Background: an optimization exercise with open tools, aiming at small area. Do not read the settings as production practice.
Only simulation tests tie the RTL to the original design; equivalence was not proved.
Power is estimated from default activity; no workload was simulated.

==> job 156: inputs <==
==> flow/design.v <==
module dmd_draw (
    input  wire        clk,
    input  wire        rst,
    input  wire        cmd_valid,
    output wire        cmd_ready,
    input  wire [31:0] cmd_data,
    output wire        busy,
    output wire        ill,
    input  wire [6:0]  rd_addr,
    output wire [7:0]  rd_data
);
    localparam [3:0] S_IDLE = 4'd0;
    localparam [3:0] S_PASS = 4'd1;    
    localparam [3:0] S_WPIX = 4'd2;    
    localparam [3:0] S_T1   = 4'd3;    
    localparam [3:0] S_T2   = 4'd4;    
    localparam [3:0] S_T3   = 4'd5;    
    localparam [3:0] S_T4   = 4'd6;    
    localparam [3:0] S_LA   = 4'd7;    
    localparam [3:0] S_LB   = 4'd8;    
    localparam [3:0] S_CI   = 4'd9;    
    localparam [3:0] S_CPLT = 4'd10;   
    localparam [3:0] S_CS1  = 4'd11;   
    localparam [3:0] S_CS0  = 4'd14;   
    localparam [3:0] S_CS2  = 4'd12;   
    localparam [3:0] S_CS3  = 4'd13;   
    reg  [1023:0] ring;             
    reg  [6:0]    c;                
    wire [7:0]    tin = ring[1023:1016];
    wire [7:0]    tnew;
    wire [6:0] ridx = c + ~rd_addr;
    reg  [7:0] rd_or, rd_g;
    integer ri, rj;
    always @(*) begin
        rd_or = 8'd0;
        for (ri = 0; ri < 16; ri = ri + 1) begin
            rd_g = 8'd0;
            for (rj = 0; rj < 8; rj = rj + 1)
                rd_g = rd_g | (ring[64*ri + 8*rj +: 8] & {8{ridx[2:0] == rj[2:0]}});
            rd_or = rd_or | (rd_g & {8{ridx[6:3] == ri[3:0]}});
        end
    end
    assign rd_data = rd_or;
    always @(posedge clk) begin
        ring <= {ring[1015:0], tnew};
        c    <= rst ? 7'd0 : c + 7'd1;
    end
    reg  [3:0]  st;
    reg  [1:0]  ph;             
    reg         wp;             
    reg  [1:0]  kd;             
    reg         bad;            
    reg         nop;            
    reg         opf, opv;       
    reg         ill_q;
    reg  [15:0] X, Y;           
    reg  [16:0] P, Q;           
    reg  [17:0] F;              
    reg         xmaj;
    reg  [2:0]  k;              
    assign busy = (st != S_IDLE);
    assign ill  = ill_q;
    wire [7:0]  op0  = cmd_data[31:24];
    wire [2:0]  md0  = cmd_data[18:16];
    wire        mok  = (md0 <= 3'd4);
    wire        multi = (op0 == 8'h01) | (op0[7:2] == 6'b000100);
    wire        lg_clr = ((cmd_data & 32'hFFFFFFFE) == 32'h02000000);
    wire        lg_tst = ((cmd_data & 32'hFFFFFFFC) == 32'h14000000);
    wire        lg_wp  = ((cmd_data & 32'hFFF8FFFE) == 32'h01000000) & mok;
    wire        lg_sh  = ((cmd_data & 32'h00F8FFFF) == 32'h0) & mok;
    wire        lg0    = (op0 == 8'h01) ? lg_wp : lg_sh;
    wire        v0     = (op0 == 8'h01) ? cmd_data[0] : 1'b1;
    wire        idle = (st == S_IDLE);
    wire        cplt = (st == S_CPLT);
    wire [16:0] ca = k[2] ? Q : P;
    wire [16:0] cb = k[2] ? P : Q;
    wire [16:0] axb = cplt ? ca : idle ? {cmd_data[15], cmd_data[15:0]}  : 17'd1;
    wire [16:0] ayb = cplt ? cb : idle ? {cmd_data[31], cmd_data[31:16]} : 17'd1;
    wire        axi = cplt ? k[0] : (idle | ~P[16]);
    wire        ayi = cplt ? k[1] : (idle | ~Q[16]);
    wire [16:0] AX = {X[15], X} + (axb ^ {17{axi}}) + {16'd0, axi};
    wire [16:0] AY = {Y[15], Y} + (ayb ^ {17{ayi}}) + {16'd0, ayi};
    wire [16:0] px = cplt ? AX : {X[15], X};
    wire [16:0] py = cplt ? AY : {Y[15], Y};
    wire        pon  = (px[16:6] == 11'd0) & (py[16:4] == 13'd0);
    wire        phit = ({py[3:0], px[5:3]} == c);
    wire        Pz   = (P == 17'd0);
    wire        Qz   = (Q == 17'd0);
    wire        c_eq = (P == Q);
    wire        c_lt = (P < Q);
    wire        c_sk = (~c_lt & ~c_eq) | (k[2] & c_eq) |
                       (k[0] & (k[2] ? Qz : Pz)) | (k[1] & (k[2] ? Pz : Qz));
    wire        c_go = c_sk | ~pon | phit;
    wire        rev  = (~P[16] & ~Pz) | (Pz & ~Q[16] & ~Qz);
    wire        xm   = (st == S_T3) ? F[17] : xmaj;
    reg         f_keep, f_m1, f_q, f_sh, f_b0, f_sub, f_ci;
    always @(*) begin
        f_keep = 1'b1; f_m1 = 1'b0; f_q = 1'b0; f_sh = 1'b1; f_b0 = 1'b0; f_sub = 1'b0; f_ci = 1'b0;
        case (st)
            S_T1:  begin f_keep = 1'b0; f_q = 1'b1; f_sh = 1'b0; end
            S_T2:  begin f_sh = 1'b0; f_sub = 1'b1; end
            S_T3:  begin f_keep = 1'b0; f_m1 = rev; f_q = xm; end
            S_T4:  begin f_q = ~xm; f_sh = 1'b0; f_sub = 1'b1; end
            S_LA:  begin f_q = ~xm; f_sub = 1'b1; end
            S_LB:  begin f_q = xm; end
            S_CI:  begin f_keep = 1'b0; f_q = 1'b1; f_sh = 1'b0; f_sub = 1'b1; end
            S_CS2: begin f_q = 1'b1; f_sub = 1'b1; end
            S_CS1: begin f_keep = 1'b0; f_sh = 1'b0; f_ci = 1'b1; end       
            S_CS0: begin f_keep = 1'b0; f_m1 = 1'b1; f_q = 1'b1; f_sh = 1'b0; end   
            default: begin f_b0 = 1'b1; end       
        endcase
    end
    wire [16:0] fbv = f_q ? Q : P;
    wire [17:0] fb  = f_sh ? {fbv, f_b0} : {fbv[16], fbv};
    wire        fi  = fbv[16] ^ f_sub;
    wire [17:0] FS  = (f_keep ? F : {18{f_m1}}) + (fb ^ {18{fi}}) + {17'd0, fi | f_ci};
    wire        l_end = ({Y, X} == cmd_data);
    wire        l_s   = ~F[17];
    wire [3:0]  row = c[6:3];
    wire [2:0]  col = c[2:0];
    function [15:0] xthr;           
        input [15:0] t;
        input [2:0]  cl;
        integer j;
        begin
            for (j = 0; j < 8; j = j + 1) begin
                if (t[15]) begin
                    xthr[8 + j] = 1'b1; xthr[j] = 1'b0;
                end else if (t[14:6] != 9'd0) begin
                    xthr[8 + j] = 1'b0; xthr[j] = 1'b1;
                end else if (cl != t[5:3]) begin
                    xthr[8 + j] = (cl > t[5:3]); xthr[j] = (cl < t[5:3]);
                end else begin
                    xthr[8 + j] = (j >= t[2:0]); xthr[j] = (j <= t[2:0]);
                end
            end
        end
    endfunction
    function [1:0] ythr;            
        input [15:0] t;
        input [3:0]  r;
        begin
            if (t[15])                 ythr = 2'b10;
            else if (t[14:4] != 11'd0) ythr = 2'b01;
            else                       ythr = {r >= t[3:0], r <= t[3:0]};
        end
    endfunction
    wire [15:0] tx1 = xthr(X, col);
    wire [15:0] tx2 = xthr(cmd_data[15:0], col);
    wire [1:0]  ty1 = ythr(Y, row);
    wire [1:0]  ty2 = ythr(cmd_data[31:16], row);
    wire [7:0]  ge1 = tx1[15:8], le1 = tx1[7:0];
    wire [7:0]  ge2 = tx2[15:8], le2 = tx2[7:0];
    wire [7:0]  bR  = (ge1 & le2) | (ge2 & le1);
    wire [7:0]  bE1 = ge1 & le1;
    wire [7:0]  bE2 = ge2 & le2;
    wire [7:0]  bIx = (~le1 & ~ge2) | (~le2 & ~ge1);
    wire        bC  = (ty1[1] & ty2[0]) | (ty2[1] & ty1[0]);
    wire        bF1 = ty1[1] & ty1[0];
    wire        bF2 = ty2[1] & ty2[0];
    wire        bIy = (~ty1[0] & ~ty2[1]) | (~ty2[0] & ~ty1[1]);
    wire [7:0]  bodd = ({8{bF1 ^ bF2}} & bR) ^ ((bE1 ^ bE2) & {8{bC}}) ^ (bIx & {8{bIy & kd[0]}});
    wire [7:0]  bany = ({8{bF1 | bF2}} & bR) | ((bE1 | bE2) & {8{bC}}) | (bIx & {8{bIy & kd[0]}});
    wire [7:0]  bpix = opf ? bodd : bany;
    wire        fsel  = cmd_data[0] ^ (~cmd_data[1] & c[3]);
    wire [7:0]  fbyte = cmd_data[26] ? (fsel ? 8'hAA : 8'h55)
                                     : {8{~cmd_data[0]}};
    wire ill2    = bad | ((kd == 2'd1) & (cmd_data[31:16] != 16'd0));
    wire pass_go = (st == S_PASS) |
                   (idle & (c == 7'd0) & cmd_valid &
                    (((ph == 2'd0) & (lg_clr | lg_tst)) | ((ph == 2'd2) & kd[1] & ~ill2)));
    wire pass_fill = (ph == 2'd0);
    wire pw = ((st == S_WPIX) | (st == S_LA) | (cplt & ~c_sk)) & pon & phit;
    reg  [7:0] pmask;
    always @(*) begin
        pmask = 8'd0;
        pmask[~px[2:0]] = pw;
    end
    wire [7:0] wmask = pass_go ? (pass_fill ? 8'hFF : {bpix[0], bpix[1], bpix[2], bpix[3],
                                                       bpix[4], bpix[5], bpix[6], bpix[7]})
                               : pmask;
    wire [7:0] wval  = (pass_go & pass_fill) ? fbyte : {8{opv}};
    wire       wflip = ~(pass_go & pass_fill) & opf;
    assign tnew = (tin & ~wmask) | (wmask & (wflip ? ~tin : wval));
    reg rdy;
    always @(*) begin
        rdy = 1'b0;
        case (st)
            S_IDLE: case (ph)
                2'd0:    rdy = ~(lg_clr | lg_tst);
                2'd1:    rdy = 1'b1;
                default: rdy = ill2 | ((kd == 2'd1) & cmd_data[15]);
            endcase
            S_PASS: rdy = (c == 7'd127);
            S_LA:   rdy = l_end & (~pon | phit);
            S_CPLT: rdy = c_go & (k == 3'd7) & ~c_lt;
            default: rdy = 1'b0;
        endcase
    end
    assign cmd_ready = rdy;
    always @(posedge clk) begin
        if (rst) begin
            st    <= S_IDLE;
            ph    <= 2'd0;
            ill_q <= 1'b0;
        end else begin
            case (st)
                S_IDLE: if (cmd_valid) begin
                    case (ph)
                        2'd0: begin
                            if (multi) begin
                                ph  <= 2'd1;
                                wp  <= (op0 == 8'h01);
                                kd  <= op0[1:0];
                                bad <= ~lg0;
                                nop <= (md0 == 3'd3) & ~v0;
                                opf <= (md0 == 3'd2) | ((md0 == 3'd4) & ~v0);
                                opv <= v0 ^ ((md0 == 3'd1) | (md0 == 3'd4));
                            end else if (lg_clr | lg_tst) begin
                                if (c == 7'd0) st <= S_PASS;
                            end else
                                ill_q <= 1'b1;
                        end
                        2'd1: begin
                            X <= cmd_data[15:0];
                            Y <= cmd_data[31:16];
                            if (wp) begin
                                ph <= 2'd0;
                                if (bad)       ill_q <= 1'b1;
                                else if (!nop) st <= S_WPIX;
                            end else
                                ph <= 2'd2;
                        end
                        default: begin
                            if (ill2) begin
                                ill_q <= 1'b1;
                                ph    <= 2'd0;
                            end else case (kd)
                                2'd0: begin
                                    P  <= AX;
                                    Q  <= AY;
                                    st <= S_T1;
                                end
                                2'd1: begin
                                    if (cmd_data[15])
                                        ph <= 2'd0;
                                    else begin
                                        P  <= 17'd0;
                                        Q  <= {1'b0, cmd_data[15:0]};
                                        k  <= 3'd0;
                                        st <= S_CI;
                                    end
                                end
                                default: if (c == 7'd0) st <= S_PASS;
                            endcase
                        end
                    endcase
                end
                S_PASS: if (c == 7'd127) begin
                    st <= S_IDLE;
                    ph <= 2'd0;
                end
                S_WPIX: if (~pon | phit) st <= S_IDLE;
                S_T1: begin F <= FS; st <= S_T2; end
                S_T2: begin F <= FS; st <= S_T3; end
                S_T3: begin F <= FS; xmaj <= xm; st <= S_T4; end
                S_T4: begin F <= FS; st <= S_LA; end
                S_LA: if (~pon | phit) begin
                    if (l_end) begin
                        st <= S_IDLE;
                        ph <= 2'd0;
                    end else begin
                        if (xmaj | l_s) X <= AX[15:0];
                        if (~xmaj | l_s) Y <= AY[15:0];
                        if (l_s) F <= FS;
                        st <= S_LB;
                    end
                end
                S_LB: begin F <= FS; st <= S_LA; end
                S_CI: begin F <= FS; st <= S_CS3; end
                S_CPLT: if (c_go) begin
                    k <= k + 3'd1;
                    if (k == 3'd7) begin
                        if (c_lt) st <= S_CS1;
                        else begin
                            st <= S_IDLE;
                            ph <= 2'd0;
                        end
                    end
                end
                S_CS1: begin
                    P  <= FS[16:0];
                    st <= S_CS0;
                end
                S_CS0: begin
                    if (~F[17]) Q <= FS[16:0];
                    st <= S_CS2;
                end
                S_CS2: begin
                    if (~F[17]) F <= FS;
                    st <= S_CS3;
                end
                S_CS3: begin
                    F  <= FS;
                    st <= S_CPLT;
                end
                default: st <= S_IDLE;
            endcase
        end
    end
endmodule
==> flow/run.sh <==
#!/bin/bash
# synth_recipe.tcl (not shown) runs the flow's synth.tcl, then flattens the netlist and writes it again
# the make line also repeats each setting of config.mk as NAME=value (left out here)
make -C /OpenROAD-flow-scripts/flow DESIGN_CONFIG=/design/flow/config.mk WORK_HOME=/design/flow/orfs CLKGATE_MAP_FILE= SYNTH_SCRIPT=/design/flow/synth_recipe.tcl finish
==> flow/config.mk <==
export PLATFORM = sky130hd
export DESIGN_NAME = dmd_draw
export DESIGN_NICKNAME = dmd_draw
export VERILOG_FILES = /design/flow/design.v
export SDC_FILE = /design/flow/constraint.sdc
export NUM_CORES = 4
export LEC_CHECK = 0
export CAP_MARGIN = 20
export CORE_MARGIN = 2
export CORE_UTILIZATION = 40
export CTS_BUF_LIST = sky130_fd_sc_hd__clkbuf_16
export CTS_CLUSTER_DIAMETER = 120
export CTS_CLUSTER_SIZE = 30
export SLEW_MARGIN = 20
==> flow/constraint.sdc <==
create_clock -name core_clock -period 12.0 [get_ports {clk}]
set_input_delay 2.4000 -clock core_clock [delete_from_list [all_inputs] [get_ports {clk}]]
set_output_delay 2.4000 -clock core_clock [all_outputs]
set_load 0.01 [all_outputs]
==> inputs of job 1202, as changes to job 156 <==
==> flow/design.v, changed modules only <==
module dmd_draw (
    input  wire        clk,
    input  wire        rst,
    input  wire        cmd_valid,
    output wire        cmd_ready,
    input  wire [31:0] cmd_data,
    output wire        busy,
    output wire        ill,
    input  wire [6:0]  rd_addr,
    output wire [7:0]  rd_data
);
    localparam [3:0] S_IDLE = 4'd0;
    localparam [3:0] S_PASS = 4'd1;    
    localparam [3:0] S_WPIX = 4'd2;    
    localparam [3:0] S_T1   = 4'd3;    
    localparam [3:0] S_T2   = 4'd4;    
    localparam [3:0] S_T3   = 4'd5;    
    localparam [3:0] S_T4   = 4'd6;    
    localparam [3:0] S_LA   = 4'd7;    
    localparam [3:0] S_LB   = 4'd8;    
    localparam [3:0] S_CI   = 4'd9;    
    localparam [3:0] S_CPLT = 4'd10;   
    localparam [3:0] S_CS1  = 4'd11;   
    localparam [3:0] S_CS0  = 4'd14;   
    localparam [3:0] S_CS2  = 4'd12;   
    localparam [3:0] S_CS3  = 4'd13;   
    reg  [1023:0] ring;             
    reg  [9:0]    c;                
    wire [7:0]    tin = ring[1023:1016];
    wire [7:0]    tnew;
    wire [6:0] ridx = c[6:0] + ~rd_addr;
    reg  [7:0] rd_or, rd_g;
    integer ri, rj;
    always @(*) begin
        rd_or = 8'd0;
        for (ri = 0; ri < 16; ri = ri + 1) begin
            rd_g = 8'd0;
            for (rj = 0; rj < 8; rj = rj + 1)
                rd_g = rd_g | (ring[64*ri + 8*rj +: 8] & {8{ridx[2:0] == rj[2:0]}});
            rd_or = rd_or | (rd_g & {8{ridx[6:3] == ri[3:0]}});
        end
    end
    assign rd_data = rd_or;
    always @(posedge clk) begin
        ring <= {ring[1015:0], tnew};
        c    <= rst ? 10'd0 : c + 10'd1;
    end
    reg  [3:0]  st;
    reg  [1:0]  ph;             
    reg         wp;             
    reg  [1:0]  kd;             
    reg         bad;            
    reg         nop;            
    reg         opf, opv;       
    reg         ill_q;
    reg  [15:0] X, Y;           
    reg  [16:0] P, Q;           
    reg  [17:0] F;              
    reg         xmaj;
    reg  [2:0]  k;              
    assign busy = (st != S_IDLE);
    assign ill  = ill_q;
    wire [7:0]  op0  = cmd_data[31:24];
    wire [2:0]  md0  = cmd_data[18:16];
    wire        mok  = (md0 <= 3'd4);
    wire        multi = (op0 == 8'h01) | (op0[7:2] == 6'b000100);
    wire        lg_clr = ((cmd_data & 32'hFFFFFFFE) == 32'h02000000);
    wire        lg_tst = ((cmd_data & 32'hFFFFFFFC) == 32'h14000000);
    wire        lg_wp  = ((cmd_data & 32'hFFF8FFFE) == 32'h01000000) & mok;
    wire        lg_sh  = ((cmd_data & 32'h00F8FFFF) == 32'h0) & mok;
    wire        lg0    = (op0 == 8'h01) ? lg_wp : lg_sh;
    wire        v0     = (op0 == 8'h01) ? cmd_data[0] : 1'b1;
    wire        idle = (st == S_IDLE);
    wire        cplt = (st == S_CPLT);
    wire [16:0] ca = k[2] ? Q : P;
    wire [16:0] cb = k[2] ? P : Q;
    wire [16:0] axb = cplt ? ca : idle ? {cmd_data[15], cmd_data[15:0]}  : 17'd1;
    wire [16:0] ayb = cplt ? cb : idle ? {cmd_data[31], cmd_data[31:16]} : 17'd1;
    wire        axi = cplt ? k[0] : (idle | ~P[16]);
    wire        ayi = cplt ? k[1] : (idle | ~Q[16]);
    wire [16:0] AX = {X[15], X} + (axb ^ {17{axi}}) + {16'd0, axi};
    wire [16:0] AY = {Y[15], Y} + (ayb ^ {17{ayi}}) + {16'd0, ayi};
    wire [16:0] px = cplt ? AX : {X[15], X};
    wire [16:0] py = cplt ? AY : {Y[15], Y};
    wire        pon  = (px[16:6] == 11'd0) & (py[16:4] == 13'd0);
    wire        phit = ({py[3:0], px[5:3]} == c[6:0]);
    wire        Pz   = (P == 17'd0);
    wire        Qz   = (Q == 17'd0);
    wire        c_eq = (P == Q);
    wire        c_lt = (P < Q);
    wire        c_sk = (~c_lt & ~c_eq) | (k[2] & c_eq) |
                       (k[0] & (k[2] ? Qz : Pz)) | (k[1] & (k[2] ? Pz : Qz));
    wire        c_go = c_sk | ~pon | phit;
    wire        rev  = (~P[16] & ~Pz) | (Pz & ~Q[16] & ~Qz);
    wire        xm   = (st == S_T3) ? F[17] : xmaj;
    reg         f_keep, f_m1, f_q, f_sh, f_b0, f_sub, f_ci;
    always @(*) begin
        f_keep = 1'b1; f_m1 = 1'b0; f_q = 1'b0; f_sh = 1'b1; f_b0 = 1'b0; f_sub = 1'b0; f_ci = 1'b0;
        case (st)
            S_T1:  begin f_keep = 1'b0; f_q = 1'b1; f_sh = 1'b0; end
            S_T2:  begin f_sh = 1'b0; f_sub = 1'b1; end
            S_T3:  begin f_keep = 1'b0; f_m1 = rev; f_q = xm; end
            S_T4:  begin f_q = ~xm; f_sh = 1'b0; f_sub = 1'b1; end
            S_LA:  begin f_q = ~xm; f_sub = 1'b1; end
            S_LB:  begin f_q = xm; end
            S_CI:  begin f_keep = 1'b0; f_q = 1'b1; f_sh = 1'b0; f_sub = 1'b1; end
            S_CS2: begin f_q = 1'b1; f_sub = 1'b1; end
            S_CS1: begin f_keep = 1'b0; f_sh = 1'b0; f_ci = 1'b1; end       
            S_CS0: begin f_keep = 1'b0; f_m1 = 1'b1; f_q = 1'b1; f_sh = 1'b0; end   
            default: begin f_b0 = 1'b1; end       
        endcase
    end
    wire [16:0] fbv = f_q ? Q : P;
    wire [17:0] fb  = f_sh ? {fbv, f_b0} : {fbv[16], fbv};
    wire        fi  = fbv[16] ^ f_sub;
    wire [17:0] FS  = (f_keep ? F : {18{f_m1}}) + (fb ^ {18{fi}}) + {17'd0, fi | f_ci};
    wire        l_end = ({Y, X} == cmd_data);
    wire        l_s   = ~F[17];
    wire [5:0]  sx = {c[2:0], c[9:7]};
    wire [3:0]  sy = c[6:3];
    function [1:0] xthr;            
        input [15:0] t;
        input [5:0]  v;
        begin
            if (t[15])                 xthr = 2'b10;
            else if (t[14:6] != 9'd0)  xthr = 2'b01;
            else                       xthr = {v >= t[5:0], v <= t[5:0]};
        end
    endfunction
    function [1:0] ythr;            
        input [15:0] t;
        input [3:0]  v;
        begin
            if (t[15])                 ythr = 2'b10;
            else if (t[14:4] != 11'd0) ythr = 2'b01;
            else                       ythr = {v >= t[3:0], v <= t[3:0]};
        end
    endfunction
    wire [1:0]  tx1 = xthr(X, sx);
    wire [1:0]  tx2 = xthr(cmd_data[15:0], sx);
    wire [1:0]  ty1 = ythr(Y, sy);
    wire [1:0]  ty2 = ythr(cmd_data[31:16], sy);
    wire        bR  = (tx1[1] & tx2[0]) | (tx2[1] & tx1[0]);
    wire        bE1 = tx1[1] & tx1[0];
    wire        bE2 = tx2[1] & tx2[0];
    wire        bIx = (~tx1[0] & ~tx2[1]) | (~tx2[0] & ~tx1[1]);
    wire        bC  = (ty1[1] & ty2[0]) | (ty2[1] & ty1[0]);
    wire        bF1 = ty1[1] & ty1[0];
    wire        bF2 = ty2[1] & ty2[0];
    wire        bIy = (~ty1[0] & ~ty2[1]) | (~ty2[0] & ~ty1[1]);
    wire        bodd = ((bF1 ^ bF2) & bR) ^ ((bE1 ^ bE2) & bC) ^ (bIx & bIy & kd[0]);
    wire        bany = ((bF1 | bF2) & bR) | ((bE1 | bE2) & bC) | (bIx & bIy & kd[0]);
    wire        bpix = opf ? bodd : bany;
    wire        fval = cmd_data[26] ? (cmd_data[0] ^ c[7] ^ (~cmd_data[1] & c[3]))
                                    : ~cmd_data[0];
    wire ill2    = bad | ((kd == 2'd1) & (cmd_data[31:16] != 16'd0));
    wire pass_go = (st == S_PASS) |
                   (idle & (c == 10'd0) & cmd_valid &
                    (((ph == 2'd0) & (lg_clr | lg_tst)) | ((ph == 2'd2) & kd[1] & ~ill2)));
    wire pass_fill = (ph == 2'd0);
    wire       pw    = ((st == S_WPIX) | (st == S_LA) | (cplt & ~c_sk)) & pon & phit;
    wire       wen   = pass_go ? (pass_fill | bpix) : pw;
    wire [2:0] wbit  = ~(pass_go ? c[9:7] : px[2:0]);
    wire       wflip = ~(pass_go & pass_fill) & opf;
    wire       wv    = (pass_go & pass_fill) ? fval : opv;
    reg  [7:0] tn;
    always @(*) begin
        tn = tin;
        if (wen) tn[wbit] = wflip ? ~tin[wbit] : wv;
    end
    assign tnew = tn;
    reg rdy;
    always @(*) begin
        rdy = 1'b0;
        case (st)
            S_IDLE: case (ph)
                2'd0:    rdy = ~(lg_clr | lg_tst);
                2'd1:    rdy = 1'b1;
                default: rdy = ill2 | ((kd == 2'd1) & cmd_data[15]);
            endcase
            S_PASS: rdy = (c == 10'd1023);
            S_LA:   rdy = l_end & (~pon | phit);
            S_CPLT: rdy = c_go & (k == 3'd7) & ~c_lt;
            default: rdy = 1'b0;
        endcase
    end
    assign cmd_ready = rdy;
    always @(posedge clk) begin
        if (rst) begin
            st    <= S_IDLE;
            ph    <= 2'd0;
            ill_q <= 1'b0;
        end else begin
            case (st)
                S_IDLE: if (cmd_valid) begin
                    case (ph)
                        2'd0: begin
                            if (multi) begin
                                ph  <= 2'd1;
                                wp  <= (op0 == 8'h01);
                                kd  <= op0[1:0];
                                bad <= ~lg0;
                                nop <= (md0 == 3'd3) & ~v0;
                                opf <= (md0 == 3'd2) | ((md0 == 3'd4) & ~v0);
                                opv <= v0 ^ ((md0 == 3'd1) | (md0 == 3'd4));
                            end else if (lg_clr | lg_tst) begin
                                if (c == 10'd0) st <= S_PASS;
                            end else
                                ill_q <= 1'b1;
                        end
                        2'd1: begin
                            X <= cmd_data[15:0];
                            Y <= cmd_data[31:16];
                            if (wp) begin
                                ph <= 2'd0;
                                if (bad)       ill_q <= 1'b1;
                                else if (!nop) st <= S_WPIX;
                            end else
                                ph <= 2'd2;
                        end
                        default: begin
                            if (ill2) begin
                                ill_q <= 1'b1;
                                ph    <= 2'd0;
                            end else case (kd)
                                2'd0: begin
                                    P  <= AX;
                                    Q  <= AY;
                                    st <= S_T1;
                                end
                                2'd1: begin
                                    if (cmd_data[15])
                                        ph <= 2'd0;
                                    else begin
                                        P  <= 17'd0;
                                        Q  <= {1'b0, cmd_data[15:0]};
                                        k  <= 3'd0;
                                        st <= S_CI;
                                    end
                                end
                                default: if (c == 10'd0) st <= S_PASS;
                            endcase
                        end
                    endcase
                end
                S_PASS: if (c == 10'd1023) begin
                    st <= S_IDLE;
                    ph <= 2'd0;
                end
                S_WPIX: if (~pon | phit) st <= S_IDLE;
                S_T1: begin F <= FS; st <= S_T2; end
                S_T2: begin F <= FS; st <= S_T3; end
                S_T3: begin F <= FS; xmaj <= xm; st <= S_T4; end
                S_T4: begin F <= FS; st <= S_LA; end
                S_LA: if (~pon | phit) begin
                    if (l_end) begin
                        st <= S_IDLE;
                        ph <= 2'd0;
                    end else begin
                        if (xmaj | l_s) X <= AX[15:0];
                        if (~xmaj | l_s) Y <= AY[15:0];
                        if (l_s) F <= FS;
                        st <= S_LB;
                    end
                end
                S_LB: begin F <= FS; st <= S_LA; end
                S_CI: begin F <= FS; st <= S_CS3; end
                S_CPLT: if (c_go) begin
                    k <= k + 3'd1;
                    if (k == 3'd7) begin
                        if (c_lt) st <= S_CS1;
                        else begin
                            st <= S_IDLE;
                            ph <= 2'd0;
                        end
                    end
                end
                S_CS1: begin
                    P  <= FS[16:0];
                    st <= S_CS0;
                end
                S_CS0: begin
                    if (~F[17]) Q <= FS[16:0];
                    st <= S_CS2;
                end
                S_CS2: begin
                    if (~F[17]) F <= FS;
                    st <= S_CS3;
                end
                S_CS3: begin
                    F  <= FS;
                    st <= S_CPLT;
                end
                default: st <= S_IDLE;
            endcase
        end
    end
endmodule
==> flow/flow/run.sh (new file) <==
#!/bin/bash
# The standard ORFS layout (standard.sh), except that synthesis maps the
# logic with an area-oriented ABC script (flow/abc_area_map.script) in place
# of ORFS's speed script.  Registers, flattening and renaming are those of
# the standard synthesis; every later step is the standard flow.
set -euo pipefail
here=$(pwd)
rm -rf "$here/scripts_abc"
cp -r "$FLOW_HOME/scripts" "$here/scripts_abc"
cp "$here/flow/abc_area_map.script" "$here/scripts_abc/abc_speed.script"
bash standard.sh SCRIPTS_DIR="$here/scripts_abc" synth > "$here/synth.log" 2>&1
bash standard.sh finish > "$here/layout.log" 2>&1
==> flow/flow/abc_area_map.script (new file) <==
strash
&get -n
&st
&dch
&nf -R 1000 -p
&put
mfs2
strash
dc2
dch -f
amap
topo
stime -c
buffer -c
dnsize -c
==> flow/standard.sh (new file) <==
#!/bin/bash
# synth_recipe.tcl (not shown) runs the flow's synth.tcl, then flattens the netlist and writes it again
# the make line also repeats each setting of config.mk as NAME=value (left out here)
make -C /OpenROAD-flow-scripts/flow DESIGN_CONFIG=/design/flow/config.mk WORK_HOME=/design/flow/orfs CLKGATE_MAP_FILE= SYNTH_SCRIPT=/design/flow/synth_recipe.tcl "${@:-finish}"
--- a/flow/config.mk
+++ b/flow/config.mk
@@ -10,5 +10,5 @@
 export CORE_UTILIZATION = 40
-export CTS_BUF_LIST = sky130_fd_sc_hd__clkbuf_16
-export CTS_CLUSTER_DIAMETER = 120
-export CTS_CLUSTER_SIZE = 30
+export CTS_BUF_LIST = sky130_fd_sc_hd__clkbuf_8
+export CTS_CLUSTER_DIAMETER = 100
+export CTS_CLUSTER_SIZE = 14
 export SLEW_MARGIN = 20
removed: flow/run.sh
==> inputs of job 6729, as changes to job 156 <==
==> flow/config.mk (replaced) <==
export PLATFORM = sky130hd
export DESIGN_NAME = dmd_draw
export DESIGN_NICKNAME = dmd_draw
export VERILOG_FILES = /design/flow/design.v
export SDC_FILE = /design/flow/constraint.sdc
export NUM_CORES = 4
export LEC_CHECK = 0
export CAP_MARGIN = 0
export CORE_MARGIN = 2
export CORE_UTILIZATION = 60
export CTS_BUF_LIST = sky130_fd_sc_hd__clkbuf_8
export CTS_CLUSTER_SIZE = 25
export PLACE_DENSITY = 0.7
export SLEW_MARGIN = 0
==> inputs of job 3113, as changes to job 156 <==
--- a/flow/config.mk
+++ b/flow/config.mk
@@ -10,5 +10,2 @@
 export CORE_UTILIZATION = 40
-export CTS_BUF_LIST = sky130_fd_sc_hd__clkbuf_16
-export CTS_CLUSTER_DIAMETER = 120
-export CTS_CLUSTER_SIZE = 30
 export SLEW_MARGIN = 20
==> comparison table <==
Status: job 3113 complete, no violations; job 6729 complete, no violations; job 156 complete, no violations; job 1202 complete, no violations
Number of antenna violations at the first check in global routing: job 3113 1; job 6729 1; job 156 1; job 1202 2
Met3 usage: job 3113 0.02926; job 6729 0.06424; job 156 0.02280; job 1202 0.03489
Half-perimeter wire length after detailed placement: job 3113 68940 µm; job 6729 70930 µm; job 156 68940 µm; job 1202 68780 µm
Hold Startpoint: job 3113 ring[316]; job 6729 ring[161]; job 156 ring[952]; job 1202 ring[292]
Routed length per instance: job 3113 22.28 µm; job 6729 24.47 µm; job 156 22.58 µm; job 1202 23.61 µm
Net count after synthesis: job 3113 3702; job 6729 3702; job 156 3702; job 1202 3408
Cell internal power dissipation: job 3113 5.918 mW; job 6729 5.841 mW; job 156 4.717 mW; job 1202 5.924 mW
Clk sink count: job 3113 1133; job 6729 1133; job 156 1133; job 1202 1136
Part of the power in combinational logic: job 3113 0.062; job 6729 0.061; job 156 0.076; job 1202 0.350
Final layout net count: job 3113 3716; job 6729 3757; job 156 3655; job 1202 3450
Clk tree area frac: job 3113 0.07962; job 6729 0.08491; job 156 0.03262; job 1202 0.03682
Met1 Track Usage GR: job 3113 0.3133; job 6729 0.4439; job 156 0.3107; job 1202 0.3213
Timing startpoint of the critical path: job 3113 cmd_data[0]; job 6729 cmd_data[0]; job 156 cmd_data[0]; job 1202 cmd_data[17]
Transition time of the tightest slew-check pin: job 3113 1.098 ns; job 6729 1.328 ns; job 156 1.129 ns; job 1202 1.034 ns
Fin worst setup slack: job 3113 2.123 ns; job 6729 1.983 ns; job 156 2.097 ns; job 1202 0.7405 ns
Register area share after synthesis: job 3113 0.5934; job 6729 0.5934; job 156 0.5934; job 1202 0.6440
Maximum number of pins on one net before global-route repair: job 3113 129; job 6729 129; job 156 129; job 1202 127
Register area: job 3113 0.02363 mm²; job 6729 0.02363 mm²; job 156 0.02363 mm²; job 1202 0.02369 mm²
Met2 track utilization from global routing: job 3113 0.3183; job 6729 0.5180; job 156 0.3157; job 1202 0.3324
Logic depth of the worst setup path including buffers: job 3113 17; job 6729 17; job 156 17; job 1202 37

==> what the ideal ports hide <==
The flow's constraints put no driver on any port. The routed layouts listed below were extracted and timed again, unchanged, in two steps.
Step 1: set_driving_cell puts a clkbuf_16 on clk and a buf_2 on each other input, an assumption about the parent block.
Step 2 moves the port delays by t, midway between the first and last clock arrival at a register: inputs arrive t later, outputs are due t later. That takes back most of the time a late clock gives input paths.
Three values: ideal ports, drivers, drivers and shift; two values: the first two.
| run | t (ns) | slack for setup (ns) | worst setup path after step 2 | pins driven straight from the clock port |
|---|---|---|---|---|
| job 156 | 0.709 | 2.097 / 2.074 / 2.074 | input to output | 1 |
| job 1202 | 0.817 | 0.741 / 0.713 / 0.713 | input to output | 1 |
| job 6729 | 0.870 | 1.982 / 1.957 / 1.957 | input to output | 1 |
| job 3113 | 0.752 | 2.123 / 2.100 / 2.100 | input to output | 1 |
After both steps every run listed still meets setup and hold. The setup slack of job 1202, which loses most, moves by -0.028 ns with the drivers and by -0.028 ns with both steps.
